Background: an optimization exercise with open tools, aiming at a short achievable clock period and few clock cycles. Do not read the settings as production practice. Function was checked by simulation only, so behaviour that the tests miss may differ from the original.

## old
==> flow/design.v <==
module sap1_core (
    input  wire       clk,
    input  wire       rst,         
    input  wire       load_we,
    input  wire [3:0] load_addr,
    input  wire [7:0] load_data,
    input  wire [3:0] dbg_addr,
    output wire [7:0] dbg_data,
    output wire [7:0] out_q,
    output wire       out_valid,
    output wire       halted,
    output wire [7:0] a_q,
    output wire [3:0] pc_q,
    output wire       flag_c,
    output wire       flag_z
);
    localparam LDA = 0, ADD = 1, SUB = 2, STA = 3, LDI = 4, JMP = 5, JC = 6,
               JZ = 7, OUT = 8, HLT = 9;
    function [9:0] dec;
        input [3:0] op;
        begin
            dec = {op == 4'hF, op == 4'hE, op == 4'h8, op == 4'h7, op == 4'h6,
                   op == 4'h5, op == 4'h4, op == 4'h3, op == 4'h2, op == 4'h1};
        end
    endfunction
    function [7:0] rd;
        input [127:0] m;
        input [3:0]   x;
        input         s0;
        input [3:0]   s0a;
        input [7:0]   s0d;
        input         s1;
        input [3:0]   s1a;
        input [7:0]   s1d;
        begin
            rd = (s1 && s1a == x) ? s1d :
                 (s0 && s0a == x) ? s0d : m[x*8 +: 8];
        end
    endfunction
    function [9:0] alu;
        input [9:0] f;
        input [3:0] n;
        input [7:0] a;
        input [7:0] d;
        input       c;
        input       z;
        input [8:0] sum;      
        input [8:0] diff;     
        reg         sum_z, diff_z, keep_a, keep_f;
        begin
            sum_z  = ((a ^ d) == {(a[6:0] | d[6:0]), 1'b0});
            diff_z = (a == d);
            keep_a = !(f[0] || f[1] || f[2] || f[4]);
            keep_f = !(f[1] || f[2]);
            alu[9:2] = ({8{f[0]}} & d) | ({8{f[1]}} & sum[7:0]) | ({8{f[2]}} & diff[7:0]) |
                       ({8{f[4]}} & {4'd0, n}) | ({8{keep_a}} & a);
            alu[1]   = (f[1] & sum[8]) | (f[2] & diff[8]) | (keep_f & c);
            alu[0]   = (f[1] & sum_z) | (f[2] & diff_z) | (keep_f & z);
        end
    endfunction
    reg  [127:0] mem;           
    reg  [127:0] memn;          
    reg  [3:0]   pc;
    reg  [7:0]   a;
    reg          c_r;
    reg          z_r;
    reg          halt_r;
    reg  [7:0]   out_r;
    reg          out_v;
    reg  [7:0]   i0;            
    reg  [9:0]   f0;            
    reg  [7:0]   d0;            
    reg  [7:0]   i1;            
    reg  [9:0]   f1;            
    wire [3:0] n0   = i0[3:0];
    wire       tk0  = f0[JMP] || (f0[JC] && c_r) || (f0[JZ] && z_r);
    wire       st0  = f0[STA];
    wire [3:0] pcp1 = pc + 4'd1;
    wire [3:0] pcp2 = pc + 4'd2;
    wire [3:0] n0p1 = n0 + 4'd1;
    wire [7:0] a1;
    wire       c1, z1;
    wire [8:0] sum0, diff0;
    sap1_add8 #(.SUB(0)) u_add0 (.x(a), .y(d0), .s(sum0));
    sap1_add8 #(.SUB(1)) u_sub0 (.x(a), .y(d0), .s(diff0));
    assign {a1, c1, z1} = alu(f0, n0, a, d0, c_r, z_r, sum0, diff0);
    wire       self1 = st0 && (n0 == pcp1);   
    wire [7:0] ins1  = tk0 ? d0 : i1;
    wire [3:0] n1    = ins1[3:0];
    wire [9:0] fd0;
    assign fd0 = dec(d0[7:4]);
    wire [9:0] fl1   = tk0 ? fd0 : f1;
    wire [7:0] r1_d0, r1_i1;
    assign r1_d0 = rd(mem, d0[3:0], 1'b0, 4'd0, 8'd0, 1'b0, 4'd0, 8'd0);
    assign r1_i1 = rd(mem, i1[3:0], st0, n0, a, 1'b0, 4'd0, 8'd0);
    wire [7:0] d1  = tk0 ? r1_d0 : r1_i1;
    wire       tk1 = fl1[JMP] || (fl1[JC] && c1) || (fl1[JZ] && z1);
    wire       self2 = fl1[STA] && (n1 == (tk0 ? n0p1 : pcp2));
    wire       ex1 = !halt_r && !f0[HLT] && !self1 && !self2 && !(f0[OUT] && fl1[OUT]);
    wire       st1 = ex1 && fl1[STA];
    wire [7:0] a2;
    wire       c2, z2;
    wire [8:0] sum1, diff1;
    sap1_add8 #(.SUB(0)) u_add1 (.x(a1), .y(d1), .s(sum1));
    sap1_add8 #(.SUB(1)) u_sub1 (.x(a1), .y(d1), .s(diff1));
    wire [9:0] fx1 = ex1 ? fl1 : 10'd0;
    assign {a2, c2, z2} = alu(fx1, n1, a1, d1, c1, z1, sum1, diff1);
    wire [3:0] cand [0:5];
    assign cand[0] = pcp1;
    assign cand[1] = pcp2;
    assign cand[2] = n0p1;
    assign cand[3] = d0[3:0];
    assign cand[4] = i1[3:0];
    assign cand[5] = n0;
    wire [5:0] cs0 = 6'b010011;    
    wire [5:0] cs1 = 6'b000110;    
    wire [7:0] ci0 [0:5];
    wire [3:0] ci0n [0:5];
    wire [9:0] cf0 [0:5];
    wire [7:0] cd0 [0:5];
    wire [7:0] ci1 [0:5];
    wire [9:0] cf1 [0:5];
    genvar g;
    generate
        for (g = 0; g < 6; g = g + 1) begin : g_cand
            if (g == 5) begin : g_n0
                assign ci0[g]  = d0;
                assign ci0n[g] = d0[3:0];
                assign cd0[g]  = r1_d0;
            end else begin : g_rd
                assign ci0[g] = rd(mem, cand[g], cs0[g] & st0, n0, a, cs1[g] & st1, n1, a1);
                assign ci0n[g] = rd(mem, cand[g], cs0[g] & st0, n0, a, 1'b0, 4'd0, 8'd0);
                assign cd0[g] = rd(mem, ci0n[g], cs0[g] & st0, n0, a, cs1[g] & st1, n1, a1);
            end
            assign ci1[g] = rd(mem, cand[g] + 4'd1, cs0[g] & st0, n0, a, cs1[g] & st1, n1, a1);
            assign cf0[g] = dec(ci0[g][7:4]);
            assign cf1[g] = dec(ci1[g][7:4]);
        end
    endgenerate
    wire       hlt_any = f0[HLT] || (ex1 && fl1[HLT]);
    wire [2:0] sel = !ex1 ? (tk0 ? 3'd5 : 3'd0) :
                     tk1  ? (tk0 ? 3'd3 : 3'd4) :
                     tk0  ? 3'd2 : 3'd1;
    wire       lh0 = load_we && load_addr == 4'd0;
    wire       lh1 = load_we && load_addr == 4'd1;
    wire [7:0] li0 = lh0 ? load_data : mem[7:0];
    wire [7:0] li1 = lh1 ? load_data : mem[15:8];
    wire [7:0] ld_a, ld_b;
    assign ld_a = rd(mem, load_data[3:0], 1'b0, 4'd0, 8'd0, 1'b1, 4'd0, load_data);
    assign ld_b = rd(mem, mem[3:0], 1'b0, 4'd0, 8'd0, load_we, load_addr, load_data);
    wire [7:0] ld0 = lh0 ? ld_a : ld_b;
    wire [9:0] lf0, lf1;
    assign lf0 = dec(li0[7:4]);
    assign lf1 = dec(li1[7:4]);
    always @(posedge clk) begin
        if (rst) begin
            pc     <= 4'd0;
            a      <= 8'd0;
            c_r    <= 1'b0;
            z_r    <= 1'b0;
            halt_r <= 1'b0;
            out_r  <= 8'd0;
            out_v  <= 1'b0;
            i0     <= li0;
            f0     <= lf0;
            d0     <= ld0;
            i1     <= li1;
            f1     <= lf1;
        end else begin
            out_v <= 1'b0;
            i0 <= ci0[sel];
            d0 <= cd0[sel];
            i1 <= ci1[sel];
            f1 <= cf1[sel];
            f0 <= (halt_r || hlt_any) ? 10'd0 : cf0[sel];
            a   <= a2;
            c_r <= c2;
            z_r <= z2;
            if (!halt_r) begin
                pc <= cand[sel];
                if (f0[OUT]) begin
                    out_r <= a;
                    out_v <= 1'b1;
                end else if (ex1 && fl1[OUT]) begin
                    out_r <= a1;
                    out_v <= 1'b1;
                end
                if (hlt_any)
                    halt_r <= 1'b1;
            end
        end
    end
    integer i;
    always @(posedge clk) begin
        for (i = 0; i < 16; i = i + 1) begin
            if (load_we) begin
                if (load_addr == i) begin
                    mem[8*i +: 8]  <= load_data;
                    memn[8*i +: 8] <= ~load_data;
                end
            end else if (!rst && !halt_r) begin
                if (st1 && n1 == i) begin
                    mem[8*i +: 8]  <= a1;
                    memn[8*i +: 8] <= ~a1;
                end else if (st0 && n0 == i) begin
                    mem[8*i +: 8]  <= a;
                    memn[8*i +: 8] <= ~a;
                end
            end
        end
    end
    genvar b, p;
    generate
        for (b = 0; b < 8; b = b + 1) begin : g_dbg
            wire [3:0] lo, hi;
            sap1_dec4 u_lo (.x(dbg_addr[1:0]), .y(lo));
            sap1_dec4 u_hi (.x(dbg_addr[3:2]), .y(hi));
            wire [7:0] t;       
            wire [3:0] gq;      
            wire [1:0] v;
            for (p = 0; p < 8; p = p + 1) begin : g_pair
                sap1_aoi22 u_t (.a1(lo[(2*p)%4]), .a2(!memn[16*p + b]),
                                .b1(lo[(2*p+1)%4]), .b2(!memn[16*p + 8 + b]), .y(t[p]));
            end
            for (p = 0; p < 4; p = p + 1) begin : g_grp
                sap1_nand2 u_g (.a(t[2*p]), .b(t[2*p+1]), .y(gq[p]));
            end
            sap1_aoi22 u_v0 (.a1(hi[0]), .a2(gq[0]), .b1(hi[1]), .b2(gq[1]), .y(v[0]));
            sap1_aoi22 u_v1 (.a1(hi[2]), .a2(gq[2]), .b1(hi[3]), .b2(gq[3]), .y(v[1]));
            sap1_nand2 u_o  (.a(v[0]), .b(v[1]), .y(dbg_data[b]));
        end
    endgenerate
    assign out_q     = out_r;
    assign out_valid = out_v;
    assign halted    = halt_r;
    assign a_q       = a;
    assign pc_q      = pc;
    assign flag_c    = c_r;
    assign flag_z    = z_r;
endmodule
module sap1_dec4 (
    input  wire [1:0] x,
    output wire [3:0] y
);
    assign y = 4'd1 << x;
endmodule
module sap1_aoi22 (
    input  wire a1,
    input  wire a2,
    input  wire b1,
    input  wire b2,
    output wire y
);
    assign y = !((a1 && a2) || (b1 && b2));
endmodule
module sap1_nand2 (
    input  wire a,
    input  wire b,
    output wire y
);
    assign y = !(a && b);
endmodule
module sap1_add8 #(
    parameter SUB = 0
) (
    input  wire [7:0] x,
    input  wire [7:0] y,
    output wire [8:0] s
);
    wire [7:0] yy = SUB ? ~y : y;
    wire [7:0] p;
    wire [7:0] g = x & yy;
    wire [7:0] c;                        
    genvar k;
    generate
        for (k = 0; k < 8; k = k + 1) begin : g_bit
            sap1_xor2 u_p (.a(x[k]), .b(yy[k]), .y(p[k]));
            sap1_xor2 u_s (.a(p[k]), .b(c[k]),  .y(s[k]));
        end
    endgenerate
    wire [7:0] g1, p1, g2, p2, g4, p4, g8;
    wire [7:0] gi = {g[7:1], g[0] | (SUB ? (x[0] | yy[0]) : 1'b0)};
    assign g1 = gi;
    assign p1 = x | yy;
    generate
        for (k = 0; k < 8; k = k + 1) begin : g_pre
            if (k >= 1) begin : g_a
                assign g2[k] = g1[k] | (p1[k] & g1[k-1]);
                assign p2[k] = p1[k] & p1[k-1];
            end else begin : g_a0
                assign g2[k] = g1[k];
                assign p2[k] = p1[k];
            end
            if (k >= 2) begin : g_b
                assign g4[k] = g2[k] | (p2[k] & g2[k-2]);
                assign p4[k] = p2[k] & p2[k-2];
            end else begin : g_b0
                assign g4[k] = g2[k];
                assign p4[k] = p2[k];
            end
            if (k >= 4) begin : g_c
                assign g8[k] = g4[k] | (p4[k] & g4[k-4]);
            end else begin : g_c0
                assign g8[k] = g4[k];
            end
        end
    endgenerate
    assign c = {g8[6:0], SUB ? 1'b1 : 1'b0};
    assign s[8] = SUB ? !g8[7] : g8[7];
endmodule
module sap1_xor2 (
    input  wire a,
    input  wire b,
    output wire y
);
    assign y = a ^ b;
endmodule
Settings: LEC_CHECK=0, ABC_CLOCK_PERIOD_IN_PS=4000, CAP_MARGIN=20, CORE_MARGIN=2, CORE_UTILIZATION=30, SETUP_SLACK_MARGIN=4.0, SLEW_MARGIN=20, SYNTH_HIERARCHICAL=1; clock period 8.0 ns.
run.sh (not shown) runs the stock make flow with config.mk's settings and CLKGATE_MAP_FILE= SYNTH_SCRIPT=/design/flow/synth_recipe.tcl, a recipe that flattens the netlist after the stock synthesis.
Testbench counts of old, summed over its fixed seeds: cycles 9,984.
> inputs changed (old -> new)
diff --git a/flow/design.v b/flow/design.v
--- a/flow/design.v
+++ b/flow/design.v
@@ -139,7 +139,13 @@
     endgenerate
     wire       hlt_any = f0[HLT] || (ex1 && fl1[HLT]);
-    wire [2:0] sel = !ex1 ? (tk0 ? 3'd5 : 3'd0) :
-                     tk1  ? (tk0 ? 3'd3 : 3'd4) :
-                     tk0  ? 3'd2 : 3'd1;
+    wire       jt  = ex1 && tk1;
+    wire [2:0] snt = !ex1 ? (tk0 ? 3'd5 : 3'd0) : (tk0 ? 3'd2 : 3'd1);
+    wire [2:0] stk = tk0 ? 3'd3 : 3'd4;
+    wire [7:0] n_i0 = jt ? ci0[stk]  : ci0[snt];
+    wire [7:0] n_d0 = jt ? cd0[stk]  : cd0[snt];
+    wire [7:0] n_i1 = jt ? ci1[stk]  : ci1[snt];
+    wire [9:0] n_f0 = jt ? cf0[stk]  : cf0[snt];
+    wire [9:0] n_f1 = jt ? cf1[stk]  : cf1[snt];
+    wire [3:0] n_pc = jt ? cand[stk] : cand[snt];
     wire       lh0 = load_we && load_addr == 4'd0;
     wire       lh1 = load_we && load_addr == 4'd1;
@@ -169,14 +175,14 @@
         end else begin
             out_v <= 1'b0;
-            i0 <= ci0[sel];
-            d0 <= cd0[sel];
-            i1 <= ci1[sel];
-            f1 <= cf1[sel];
-            f0 <= (halt_r || hlt_any) ? 10'd0 : cf0[sel];
+            i0 <= n_i0;
+            d0 <= n_d0;
+            i1 <= n_i1;
+            f1 <= n_f1;
+            f0 <= (halt_r || hlt_any) ? 10'd0 : n_f0;
             a   <= a2;
             c_r <= c2;
             z_r <= z2;
             if (!halt_r) begin
-                pc <= cand[sel];
+                pc <= n_pc;
                 if (f0[OUT]) begin
                     out_r <= a;
==> run notes <==
- Finished layout cell area (old / new): 0.935
- new completed end to end with timing, DRC and antenna clean.
- Relative to old, the detailed placement HPWL measured on new has increased by more than 10%.
- On new: relative max-transition margin is 0.34 points higher than what old gave.
- Taking old as the reference, in new count of placed standard cells including taps went up 2.2%, utilization shows an increase of 1.5 points.
- Compared with old, in new fraction of standard cell area in multi-input logic went down, die width went up, worst endpoint required time now sits higher.
- Comparing new and old, area after synthesis is higher on new.
Testbench counts of new, summed over its fixed seeds: cycles 9,984.

-- separate check: timing with driven ports --
The flow's constraints put no driver on any port. The routed layouts listed below were extracted and timed again, unchanged, in two steps. Step 1, drivers: a clkbuf_16 drives clk and a buf_2 each remaining input, both assumed. Step 2 moves the port delays by t, midway between the first and last clock arrival at a register: inputs arrive t later, outputs are due t later. That takes back most of the time a late clock gives input paths. Slacks: ideal ports / drivers / drivers and shift; pairs: ideal ports / drivers.
run	t (ns)	setup WS [ns]	hold WS [ns]
old	0.679	3.509 / 3.467 / 3.077	0.494 / 0.494 / 0.494
new	0.715	3.554 / 3.433 / 3.433	0.498 / 0.498 / 0.498
After both steps every run listed still meets setup and hold. For old, which loses most, drivers alone change the setup slack by -0.042 ns; drivers and shift together by -0.432 ns.
